Context: an optimization exercise on an open-source flow, tuned for small area, a short achievable clock period and few clock cycles per item. The choices shown serve that exercise and are no tape-out recipe.
RTL that was checked went through simulation tests only; none was proved equivalent to the original.

==> flow/design.v (excerpt) <==
module fmd_norm (
    input  wire        clk,
    input  wire        rst_n,
    input  wire        in_valid,
    output wire        in_ready,
    input  wire        in_first,
    input  wire [63:0] in_data,
    input  wire [63:0] in_peak,
    input  wire        in_rnd,
    output wire        out_valid,
    input  wire        out_ready,
    output wire [15:0] out_pcm
);
==> flow/config.mk <==
export PLATFORM = sky130hd
export DESIGN_NAME = fmd_norm
export DESIGN_NICKNAME = fmd_norm
export VERILOG_FILES = /design/flow/design.v
export SDC_FILE = /design/flow/constraint.sdc
export NUM_CORES = 4
export LEC_CHECK = 0
export CAP_MARGIN = 20
export CORE_MARGIN = 2
export CORE_UTILIZATION = 40
export SLEW_MARGIN = 20
==> flow/constraint.sdc <==
create_clock -name core_clock -period 40.0 [get_ports {clk}]
set_input_delay 8.0000 -clock core_clock [delete_from_list [all_inputs] [get_ports {clk}]]
set_output_delay 8.0000 -clock core_clock [all_outputs]
set_load 0.01 [all_outputs]
standard.sh (not shown) runs the stock make flow with config.mk's settings and CLKGATE_MAP_FILE= SYNTH_SCRIPT=/design/flow/synth_recipe.tcl, a recipe that flattens the netlist after the stock synthesis.
==> flow/flow/run.sh <==
#!/bin/bash
# Standard layout, with timing repair aiming at a larger setup margin so
# that the critical paths are sized and buffered for speed.
set -e
export SETUP_SLACK_MARGIN=${FLOW_MARGIN:-29.5}
bash standard.sh > standard.log 2>&1
Next try:
--- a/flow/design.v
+++ b/flow/design.v
@@ -125,13 +125,13 @@
     input  wire        in_rnd,
     output wire        out_valid,
     input  wire        out_ready,
     output wire [15:0] out_pcm
 );
     localparam integer K  = 3;    
-    localparam integer NE = 3;    
+    localparam integer NE = 2;    
     reg               i_v;
     reg               i_first;
     reg               i_sw;
     reg [52:0]        i_wm;
     reg signed [12:0] i_we;
     reg [52:0]        i_pm;
Outcome:
- critical path depth came out lower by 3
- synthesized cell count is lower by about a fifth
- register-to-register slack is better by 1.8 ns
- routed wire length goes down by a quarter to a third
- setup slack gets better by 1.8 ns
Testbench counts after the change, summed over its fixed seeds: cycles 11,251, items 6,144.
The RTL of the first run of this note was laid out without a check of its function.

* * *

Setup of juniper:
fmd_norm, a different RTL version from the one above (not shown whole).
For scale: about 3400 cells after synthesis, roughly 390 flip-flops, ~150 I/O pins.
Settings: LEC_CHECK=0, CAP_MARGIN=20, CORE_MARGIN=2, CORE_UTILIZATION=40, SLEW_MARGIN=20; clock period 40.0 ns.
run.sh (not shown) runs the stock make flow with config.mk's settings and CLKGATE_MAP_FILE= SYNTH_SCRIPT=/design/flow/synth_recipe.tcl, a recipe that flattens the netlist after the stock synthesis.
Stock flow here: none of the scripts above is used.
Every stage of the flow completed for juniper, and the final layout passed the timing, DRC and antenna checks.
Testbench counts of juniper, summed over its fixed seeds: cycles 19,407, items 6,144.
[inputs] lagoon vs juniper
--- a/flow/design.v
+++ b/flow/design.v
@@ -23,40 +23,36 @@
                     g[i] = g[i] | (p[i] & g[i - (1 << lv)]);
                     p[i] = p[i] & p[i - (1 << lv)];
                 end
     end
     assign s = p0 ^ {g[W-2:0], ci};
 endmodule
 module fmd_norm_fmul (
     input  wire [52:0]        mw,      
     output wire [51:0]        ma,      
     output wire [1:0]         adj      
 );
-    wire [62:0] x0 = {mw, 9'b0} ;
-    wire [62:0] x1 = {2'b0, mw, 7'b0};
+    wire        top = (mw >= 53'd7378697629483821);
+    wire [62:0] x0 = {mw, (top ? 9'h1FF : 9'h100)};
+    wire [62:0] x1 = {2'b0, mw, 6'b0, top};
     wire [62:0] x2 = {10'b0, mw};
     wire [62:0] x3 = ~{5'b0, mw, 4'b0};
     wire [62:0] s1 = x0 ^ x1 ^ x2;
     wire [62:0] c1 = {((x0 & x1) | (x0 & x2) | (x1 & x2)), 1'b0};
     wire [62:0] s2 = s1 ^ c1 ^ x3;
     wire [62:0] c2 = {((s1 & c1) | (s1 & x3) | (c1 & x3)), 1'b0};
     wire [62:0] p;
     fmd_norm_add #(.W(63)) u_cpa (.a(s2), .b(c2), .ci(1'b1), .s(p));
-    wire        top   = (mw >= 53'd7378697629483821);
-    wire [52:0] mant  = top ? p[62:10] : p[61:9];
-    wire        guard = top ? p[9] : p[8];
-    wire        stick = top ? (|p[8:0]) : (|p[7:0]);
-    wire        inc   = guard & (stick | mant[0]);
-    wire [51:0] sum;
-    fmd_norm_add #(.W(52)) u_inc (.a(mant[51:0]), .b(52'd0), .ci(inc), .s(sum));
-    assign ma  = sum;
+    wire [51:0] frac = top ? p[61:10] : p[60:9];
+    wire        tie  = top ? ~|p[9:0] : ~|p[8:0];
+    assign ma  = {frac[51:1], frac[0] & ~tie};
     assign adj = {1'b0, top};
 endmodule
 module fmd_norm_div (
     input  wire [53:0]       r,        
     input  wire [52:0]       b,        
     input  wire              rnd,      
     input  wire signed [6:0] e,        
     input  wire signed [6:0] eg,       
     input  wire              fst,      
     input  wire [15:0]       i,
     input  wire              h,
@@ -123,23 +119,23 @@
     input  wire        rst_n,
     input  wire        in_valid,
     output wire        in_ready,
     input  wire        in_first,
     input  wire [63:0] in_data,
     input  wire [63:0] in_peak,
     input  wire        in_rnd,
     output wire        out_valid,
     input  wire        out_ready,
     output wire [15:0] out_pcm
 );
-    localparam integer K = 3;    
+    localparam integer K = 2;    
     reg               i_v;
     reg               i_first;
     reg               i_sw;
     reg [52:0]        i_wm;
     reg signed [12:0] i_we;
     reg [52:0]        i_pm;
     reg signed [12:0] i_pe;
     reg               i_rnd;
     reg               i_wpd;     
     reg               i_ppd;     
     reg               i_rdy;     
Results
juniper tops out at a lower clock frequency than lagoon. Taking juniper as the reference, in lagoon cell area after technology mapping dropped 14%; sequential cell count shows no meaningful change; sequential share of layout area now sits higher. Post-route setup TNS: lagoon vs juniper, no meaningful difference. In lagoon, the amount of wire on met3 after detailed routing came out about 3% below the value in juniper. Every stage of the flow completed for lagoon, and the final layout passed the timing, DRC and antenna checks. lagoon vs juniper: area occupied by multi-input gates down. Cmp lagoon and juniper / cell area reported after detailed placement / higher: juniper.
Testbench counts of lagoon, summed over its fixed seeds: cycles 27,440, items 6,144.

==> afterwards: timing with drivers on the ports <==
In the flow no input, the clock included, has a driving cell. The finished layouts below were timed again as built, in two steps. Step 1 sets driving cells, clkbuf_16 on the clock port and buf_2 on the other inputs (assumed; they add their load-dependent delay and slew). Step 2 adds t to the input delays and takes it off the output delays; t is the mean of the earliest and latest rising clock arrival at the registers after step 1. Input paths then give back, and output paths get back, about the clock's delay inside the block. Three values: ideal, step 1, step 2; two values: the first two.
run | t (ns) | setup slack, ns | hold WS [ns] | worst setup path at the end | latest minus earliest clock arrival (ns)
the first run of note 1 | 0.775 | 27.825 / 27.825 / 27.825 | 0.420 / 0.420 / 0.420 | register to register | 0.035 / 0.034
the second run of note 1 | 0.714 | 29.637 / 29.637 / 29.637 | 0.416 / 0.416 / 0.416 | register to register | 0.054 / 0.053
juniper | 0.649 | 26.384 / 26.384 / 26.384 | 0.434 / 0.434 / 0.434 | register to register | 0.033 / 0.033
lagoon | 0.639 | 29.997 / 29.934 / 30.026 | 0.421 / 0.421 / 0.421 | input to register | 0.033 / 0.033
After both steps every run listed still meets setup and hold.
